Background: an optimization exercise with open tools, aiming at small area, a short achievable clock period and few clock cycles. Do not read the settings as production practice.
At most, simulation tests tie the RTL to the original design; equivalence was not proved.
No activity file was given, so power comes from the tool's default toggle rates.

==> flow/design.v (excerpt) <==
module ww_dec #(
    parameter N = 24                   
) (
    input  wire        clk,
    input  wire        rst,
    input  wire        in_valid,
    input  wire [7:0]  in_data,
    output wire        in_ready,
    output wire        out_valid,
    input  wire        out_ready,
    output wire [1:0]  out_kind,
    output wire        out_end,
    output wire [31:0] out_data
);
For scale: ~1,600 cells after synthesis, ~80 flip-flops, roughly 49 I/O pins, about 0.0094 mm^2 of cells after synthesis.
clock: 6.0 ns
lec_check: 0
abc_area: 1
cap_margin: 20
core_margin: 2
core_utilization: 40
setup_slack_margin: 2.5
slew_margin: 20
synth_memory_max_bits: 16384
run.sh (not shown) runs the stock make flow with config.mk's settings and CLKGATE_MAP_FILE= SYNTH_SCRIPT=/design/flow/synth_recipe.tcl, a recipe that flattens the netlist after the stock synthesis.
Testbench counts at the start, summed over its fixed seeds: cycles 7,610.
==> next run, changes <==
--- a/flow/design.v
+++ b/flow/design.v
@@ -306,15 +306,14 @@
         end
     endgenerate
     wire [4:0] amt = {sh_hi[4], sh_hi[3] | sh_hi[2], sh_hi[3] | sh_hi[1], sh_lo[3] | sh_lo[2], sh_lo[3] | sh_lo[1]};
     wire [31:0] ival = (state == S_PAY2) ? {count[31:16], w} :
                        (pw == 2'd0) ? {28'd0, w[15:12]} :
                        (pw == 2'd1) ? {24'd0, w[15:8]} : {16'd0, w};
     wire [31:0] cbase = fresh ? 32'd0 : count;
-    wire [31:0] cinc  = cbase + 32'd1;
     wire [7:0] rot = {in_data, in_data} >> nb[2:0];    
     reg  [N-1:0] buf_in;
     integer i, k;
     always @(*) begin
         for (i = 0; i < N; i = i + 1) begin
             k = N - 1 - i;         
             if (take && (((k >> 3) == nb[5:3] && (k & 7) >= nb[2:0]) ||
@@ -349,14 +348,14 @@
                 if (beat) begin
                     okind <= (state == S_ASC) ? 2'd0 :
                              (state == S_UTF) ? 2'd1 :
                              (state == S_RAW) ? 2'd2 : 2'd3;
                     oend  <= bend;
                     obyte <= bbyte;
                     fresh <= bend;
-                    count <= !text_st ? ival : bend ? cbase : cinc;
+                    count <= text_st ? cbase + {31'd0, !bend} : ival;
                 end else if (state == S_PAY)
                     count[31:16] <= w;
             end
         end
     end
 endmodule
The new run passed the timing, DRC and antenna checks; combinational power is higher by 6.7%; sequential power increases by about 5%; fmax decreases by 0.66%; setup slack degrades by 0.023 ns; count of clock-buffer cells in the layout does not change; design area falls by 2.4%; total power went up by 6.0%; critical path depth goes up by 5; synthesized area goes down by 4.6%; synthesized cell count came out lower by 7.8%; cell count goes down by 7.5%; register-to-register slack gets worse by 0.02 ns.
Only the layout flow was run in the second run of this note; the RTL was not checked for function there.

========
Another version of the RTL of ww_dec (not shown whole).
Size: ~8600 sq um of cells after synthesis.
Settings: LEC_CHECK=0, ABC_AREA=1, CAP_MARGIN=20, CORE_MARGIN=2, CORE_UTILIZATION=40, SETUP_SLACK_MARGIN=2.6, SLEW_MARGIN=20, SYNTH_MEMORY_MAX_BITS=16384; clock period 6.0 ns.
The baseline completed with no timing, DRC or antenna violations.
Testbench counts at the start, summed over its fixed seeds: cycles 7,574.
Then changed:
--- a/flow/design.v
+++ b/flow/design.v
@@ -303,35 +303,36 @@
                           ({N{sh_lo[2]}} & (buf_in << 2)) | ({N{sh_lo[3]}} & (buf_in << 3));
     wire [N-1:0] buf_sh = ({N{sh_hi[0]}} & buf_s1) | ({N{sh_hi[1]}} & (buf_s1 << 4)) |
                           ({N{sh_hi[2]}} & (buf_s1 << 8)) | ({N{sh_hi[3]}} & (buf_s1 << 12));
     wire [N-1:0] buf_fb = (state == S_RAW) ? (buf_in << 8) : (buf_in << 10);
     wire [4:0]   nb8    = nb + (take ? 5'd8 : 5'd0);
     wire [3:0]   amt_fb = (state == S_RAW) ? 4'd8 : 4'd10;
     always @(posedge clk) begin
         buf_q <= full ? buf_sh : fb ? buf_fb : buf_in;
+        if (go) begin
+            okind <= (state == S_ASC) ? 2'd0 :
+                     (state == S_UTF) ? 2'd1 :
+                     (state == S_RAW) ? 2'd2 : 2'd3;
+            oend  <= bend;
+            obyte <= sym;
+        end
         if (rst) begin
             nb    <= 5'd0;
             state <= S_TAG;
             ov    <= 1'b0;
             fresh <= 1'b1;
         end else begin
             nb <= full ? nb8 - {1'b0, amt} : fb ? nb8 - {1'b0, amt_fb} : nb8;
             if (go)
                 ov <= step && beat;
             if (step) begin
                 state <= full ? st_full : S_TAG;
-                if (beat) begin
-                    okind <= (state == S_ASC) ? 2'd0 :
-                             (state == S_UTF) ? 2'd1 :
-                             (state == S_RAW) ? 2'd2 : 2'd3;
-                    oend  <= bend;
-                    obyte <= sym;
+                if (beat)
                     fresh <= bend;
-                end
                 if (text_st) begin
                     if (beat)
                         count <= cbase + {31'd0, !bend};
                 end else if (state != S_TAG)
                     count <= ival;
                 if (state == S_INTP)
                     pc <= w[10] ? 2'd2 : 2'd0;
                 else if (state == S_PAY)
After rerunning: Power falls by 9.6%; area after synthesis falls by 1.0%; cell count falls by 2.6%; final area falls by 2.8%; critical path depth is unchanged; sequential share of layout area rises by 0.60 points.
Testbench counts after the change, summed over its fixed seeds: cycles 7,574.

========
## rev 12
ww_dec, a different RTL version from the one above (not shown whole).
For scale: roughly 1400 cells after synthesis, ~83 flip-flops, ~49 I/O pins, ~0.0087 mm2 of cells after synthesis.
Design ww_dec, start of the top module:
module ww_dec #(
    parameter N = 28                   
) (
    input  wire        clk,
    input  wire        rst,
    input  wire        in_valid,
    input  wire [7:0]  in_data,
    output wire        in_ready,
    output wire        out_valid,
    input  wire        out_ready,
    output wire [1:0]  out_kind,
    output wire        out_end,
    output wire [31:0] out_data
);
    localparam [2:0] S_TAG  = 3'd0,    
                     S_ASC  = 3'd1,    
                     S_UTF  = 3'd2,    
                     S_RAW  = 3'd3,    
                     S_INTP = 3'd4,    
                     S_PAY  = 3'd5;    
    reg  [N-1:0] buf_q;
    reg  [4:0]   nb;
    reg  [2:0]   state;
    reg  [1:0]   pc;               
    reg          ov;
    reg  [1:0]   okind;
    reg          oend;
    reg  [7:0]   obyte;
    reg  [31:0]  count;            
    reg          fresh;            
    assign out_valid = ov;
    assign out_kind  = okind;
    assign out_end   = oend;
    assign out_data  = oend ? count : {24'd0, obyte};
    assign in_ready = (nb <= N - 8);
    wire take = in_valid && in_ready;
    wire go   = !ov || out_ready;
    wire [13:0] ge;
    genvar g;
    generate for (g = 0; g < 14; g = g + 1) begin : g_ge
        assign ge[g] = (nb >= g);
    end endgenerate
    wire [12:0] w = buf_q[N-1 -: 13];
    wire a_l5, a_l6, a_l7, a_l10, a_l11, a_term;
    wire [7:0] a_base;
    ww_asc_rom u_asc (.a(w[12:2]), .base(a_base), .term(a_term), .l5(a_l5), .l6(a_l6),
                      .l7(a_l7), .l10(a_l10), .l11(a_l11));
    wire f_l6, f_l7, f_l8, f_l9, f_l10, f_l11, f_term;
    wire [7:0] f_base;
    ww_fbc_rom u_fbc (.a(w[12:2]), .base(f_base), .term(f_term), .l6(f_l6), .l7(f_l7),
                      .l8(f_l8), .l9(f_l9), .l10(f_l10), .l11(f_l11));
    wire asc_st = (state == S_ASC);
    wire utf_st = (state == S_UTF);
    wire [6:0] lsel;           
    assign lsel[0] = asc_st && a_l5;
    assign lsel[1] = (asc_st && a_l6) || (utf_st && f_l6);
    assign lsel[2] = (asc_st && a_l7) || (utf_st && f_l7);
  ...
make LEC_CHECK=0 ABC_AREA=1 CAP_MARGIN=20 CORE_MARGIN=2 CORE_UTILIZATION=60 SETUP_SLACK_MARGIN=2.5 SLEW_MARGIN=20 SYNTH_MEMORY_MAX_BITS=16384 finish   # period 6.0 ns
Testbench counts of rev 12, summed over its fixed seeds: cycles 7,326.
For rev 13, these inputs were changed with respect to rev 12:
-- flow/design.v --
<<< rev 12, line 117
endmodule
module ww_dec #(
    parameter N = 28                   
) (
    input  wire        clk,
>>> rev 13, line 117
endmodule
module ww_dec #(
    parameter N = 26                   
) (
    input  wire        clk,
Notes after the runs:
Going from rev 12 to rev 13, width of the chip shrank slightly. Between rev 12 and rev 13, the difference in arithmetic-cell share of the synthesized area counting full adders, half adders and majority gates is negligible. Summary: with rev 12 as the reference, multi-input gate area in the final layout in rev 13 moved down by a little under 10%. Re power share of the clock group: rev 13 is 0.6 points up on rev 12. Compared with rev 12, in rev 13 post-route core utilization -3.5 points, worst hold path stage count ~0 delta, die height -about 2%. Between rev 12 and rev 13, the flow reports per-instance average area after synthesis increasing slightly. Required time of the critical path (lower): rev 13. Compared to rev 12, rev 13 has relative contribution of combinational cells to total power 3.6 points lower. Data arrival time of the critical path: rev 12 and rev 13 compared, lower one is rev 13. The setup slack of rev 13 is larger than that of rev 12. Rev 13 ended with less internal power contribution than rev 12.
Testbench counts of rev 13, summed over its fixed seeds: cycles 7,393.

[what the ideal ports hide]
In the flow no input, the clock included, has a driving cell. The finished layouts below were timed again as built, in two steps.
Step 1 sets driving cells, clkbuf_16 on the clock port and buf_2 on the other inputs (assumed; they add their load-dependent delay and slew).
Step 2 moves the port delays by t, midway between the first and last clock arrival at a register: inputs arrive t later, outputs are due t later. That takes back most of the time a late clock gives input paths.
Three values: ideal, step 1, step 2; two values: the first two.
run	t (ns)	setup slack, ns	clock arrival spread, ns	worst register clock-pin slew, ns	worst data-port slew with drivers (ns)
the first run of note 1	0.407	2.596 / 2.567 / 2.272	0.011 / 0.012	0.08 / 0.08	0.04
the second run of note 1	0.402	2.573 / 2.547 / 2.241	0.015 / 0.015	0.07 / 0.07	0.04
the first run of note 2	0.397	2.642 / 2.642 / 2.384	0.011 / 0.011	0.07 / 0.07	0.03
the second run of note 2	0.398	2.588 / 2.588 / 2.335	0.012 / 0.012	0.07 / 0.07	0.04
rev 12	0.410	2.445 / 2.445 / 2.301	0.018 / 0.018	0.08 / 0.08	0.03
rev 13	0.402	2.567 / 2.587 / 2.185	0.010 / 0.009	0.07 / 0.07	0.03
After both steps every run listed still meets setup and hold. For rev 13, which loses most, drivers alone change the setup slack by +0.020 ns; drivers and shift together by -0.382 ns.
